From an optimization exercise on the open Yosys and OpenROAD flow, aimed at small area, a short achievable clock period and few clock cycles per item; shortcuts taken in it are not production practice.
In this exercise RTL edits were held to simulation tests only and were not proved equivalent to the original.
The clock port is modelled as an ideal driver, which makes a skipped or thinned clock tree look cheaper than it is; a real chip needs a root buffer or a tree.
Power is estimated from default activity; no workload was simulated.

## v50
## fcodec
module fcodec (
    input  wire        clk,
    input  wire        rst,
    input  wire        in_valid,
    output wire        in_ready,
    input  wire [2:0]  op,
    input  wire [7:0]  sig,
    input  wire [63:0] opa,
    output reg         out_valid,
    output reg  [31:0] res,
    output reg         frng,
    output reg  [1:0]  err
);
Settings: LEC_CHECK=0, ABC_AREA=1, CAP_MARGIN=20, CORE_MARGIN=2, CORE_UTILIZATION=35, PLACE_DENSITY=0.75, SLEW_MARGIN=20; clock period 14.0 ns.
standard.sh (not shown) runs the stock make flow with config.mk's settings and CLKGATE_MAP_FILE= SYNTH_SCRIPT=/design/flow/synth_recipe.tcl, a recipe that flattens the netlist after the stock synthesis.
==> flow/flow/run.sh <==
#!/bin/bash
# Layout flow: the standard ORFS flow (standard.sh: unchanged synthesis
# and steps) at the design's clock period and constraints, with these
# settings changed on the make command line:
#  - SETUP_SLACK_MARGIN: ORFS's timing repair aims for this setup slack
#    instead of 0, so the layout reaches a shorter period than the clock's;
#  - BUFFER_PORTS_ARGS: the port buffers are buf_1 cells (resized by the
#    repair where timing needs it) instead of the resizer's default pick;
#  - PRE_CTS_TCL: flow/clock_tree.tcl builds a balanced two-level clock tree
#    (4 + 8 clkbuf_16) in place of clock_tree_synthesis; the rest of ORFS's
#    CTS step (legalisation, timing repair) runs unchanged.
# The make output goes to orfs_make.log; each ORFS step also writes its own
# log under orfs/logs.
set -euo pipefail
bash standard.sh \
  SETUP_SLACK_MARGIN=10.45 \
  "BUFFER_PORTS_ARGS=-buffer_cell sky130_fd_sc_hd__buf_1" \
  "PRE_CTS_TCL=$PWD/flow/clock_tree.tcl" \
  finish > orfs_make.log 2>&1
Other scripts of this flow, unchanged in this note and not shown: flow/flow/clock_tree.tcl
Testbench counts of v50, summed over its fixed seeds: cycles 32,024, items 32,000.
Modified inputs, v48 compared to v50
- CORE_UTILIZATION: 35 -> 40
- PLACE_DENSITY: 0.75 -> unset
diff --git a/flow/flow/run.sh b/flow/flow/run.sh
--- a/flow/flow/run.sh
+++ b/flow/flow/run.sh
@@ -1,6 +1,9 @@
 #!/bin/bash
-# Layout flow: the standard ORFS flow (standard.sh: unchanged synthesis
-# and steps) at the design's clock period and constraints, with these
-# settings changed on the make command line:
+# Layout flow: the standard ORFS flow (standard.sh) at the design's
+# clock period and constraints, with these settings changed on the make
+# command line:
+#  - SYNTH_SCRIPT: flow/mysynth.tcl, the standard synthesis with ABC's
+#    combinational mapping run with flow/map.abc (an area-oriented script)
+#    instead of ORFS's abc_area.script; registers are unchanged;
 #  - SETUP_SLACK_MARGIN: ORFS's timing repair aims for this setup slack
 #    instead of 0, so the layout reaches a shorter period than the clock's;
@@ -11,7 +14,10 @@
 #    CTS step (legalisation, timing repair) runs unchanged.
 # The make output goes to orfs_make.log; each ORFS step also writes its own
-# log under orfs/logs.
+# log under orfs/logs (synthesis: orfs/logs/.../1_2_yosys.log).
 set -euo pipefail
+export MAP_ABC="$PWD/flow/map.abc"
+export MAP_ABC_DELAY_PS=3000
 bash standard.sh \
+  "SYNTH_SCRIPT=$PWD/flow/mysynth.tcl" \
   SETUP_SLACK_MARGIN=10.45 \
   "BUFFER_PORTS_ARGS=-buffer_cell sky130_fd_sc_hd__buf_1" \
==> flow/flow/map.abc (new file) <==
strash; &get -n; &fraig -x; &put; scorr; dc2; dretime; strash; dch -f; map -a; topo; stime -c; upsize -c {D}; dnsize -c {D}
==> flow/flow/mysynth.tcl (new file) <==
# Synthesis: the standard synthesis script (the contents of
# synth_recipe.tcl, which runs ORFS's synth.tcl), with ABC's technology
# mapping of the combinational logic run with the script $MAP_ABC
# (flow/map.abc) instead of ORFS's abc_area.script. Yosys maps the registers
# before ABC runs, so they are the standard synthesis's.
proc synth {args} { yosys synth -nofsm -noshare {*}$args }
proc abc {args} {
  set out {}
  set skip 0
  foreach a $args {
    if { $skip } { set skip 0; continue }
    if { $a eq "-script" || $a eq "-D" } { set skip 1; continue }
    lappend out $a
  }
  yosys abc {*}$out -script $::env(MAP_ABC) -D $::env(MAP_ABC_DELAY_PS)
}
source $::env(SCRIPTS_DIR)/synth.tcl
# left out here: clear keep_hierarchy, flatten, clean up, hide names made inside functions, write 1_2_yosys.v
Results
v50 vs v48, worst-path cell with the longest stage delay: sky130_fd_sc_hd__dfxtp_1 vs sky130_fd_sc_hd__dfxtp_4. Re cell count after placement: v50 was higher than v48. Sort v48 and v50 by post-route standard cell area excluding fillers, ascending, and v50 comes first. Routed via count divided by cell count was lower in v50 than in v48. The number of nets produced by synthesis in v48 is 0.854 times that in v50. v48 and v50 ended up with roughly the same hold slack. Between v50 and v48, the share of async-settable or async-resettable flops after synthesis figures differ only marginally.
Here is what was changed in the inputs of v52 compared with v48.
- putting PLACE_DENSITY at 0.75 where nothing was set
==> flow/flow/run.sh <==
#!/bin/bash
# Layout flow: the standard ORFS flow (standard.sh: unchanged synthesis
# and steps) at the design's clock period and constraints, with these
# settings changed on the make command line:
#  - SETUP_SLACK_MARGIN: ORFS's timing repair aims for this setup slack
#    instead of 0, so the layout reaches a shorter period than the clock's;
#  - BUFFER_PORTS_ARGS: the port buffers are buf_1 cells (resized by the
#    repair where timing needs it) instead of the resizer's default pick;
#  - PRE_CTS_TCL: flow/clock_tree.tcl builds a balanced two-level clock tree
#    (4 + 8 clkbuf_16) in place of clock_tree_synthesis; the rest of ORFS's
#    CTS step (legalisation, timing repair) runs unchanged.
# The make output goes to orfs_make.log; each ORFS step also writes its own
# log under orfs/logs.
set -euo pipefail
bash standard.sh \
  SETUP_SLACK_MARGIN=10.45 \
  "BUFFER_PORTS_ARGS=-buffer_cell sky130_fd_sc_hd__buf_1" \
  "PRE_CTS_TCL=$PWD/flow/clock_tree.tcl" \
  finish > orfs_make.log 2>&1
removed: flow/flow/map.abc
removed: flow/flow/mysynth.tcl
Notes after the runs:
From v48 to v52, max-slew violation total from the final report did not move at all. Taking v48 as 1.0, v52 lands at 0.950 on final design instance area without fill. v52 against v48: share of post-route cells with drive strength above 1 -13 points, worst IR drop on VDD decreased by about 1.5% relative to the old numbers, via count went up 584, wire length after detailed routing went down. Sequential share of power ended up 3.1 points higher on v52 than on v48.
In every run of this note, the design's own scripts or RTL, not TritonCTS, make the clock network.

[port drivers added, routing unchanged]
In the flow no input, the clock included, has a driving cell. The finished layouts below were timed again as built, in two steps.
Step 1, drivers: a clkbuf_16 drives clk and a buf_2 each remaining input, both assumed.
Step 2 moves the port delays by t, midway between the first and last clock arrival at a register: inputs arrive t later, outputs are due t later. That takes back most of the time a late clock gives input paths.
Slacks: ideal ports / drivers / drivers and shift; pairs: ideal ports / drivers.
run | shift t [ns] | setup WS [ns] | worst hold slack (ns) | worst setup path after step 2 | worst register clock-pin slew, ns
v50 | 0.388 | 10.481 / 10.371 / 10.291 | 0.330 / 0.330 / 0.330 | input to register | 0.09 / 0.09
v48 | 0.371 | 9.709 / 9.709 / 9.709 | 0.328 / 0.328 / 0.328 | register to register | 0.07 / 0.07
v52 | 0.375 | 10.478 / 10.376 / 10.273 | 0.323 / 0.323 / 0.323 | input to register | 0.08 / 0.08
After both steps every run listed still meets setup and hold. The setup slack of v52, which loses most, moves by -0.102 ns with the drivers and by -0.205 ns with both steps.
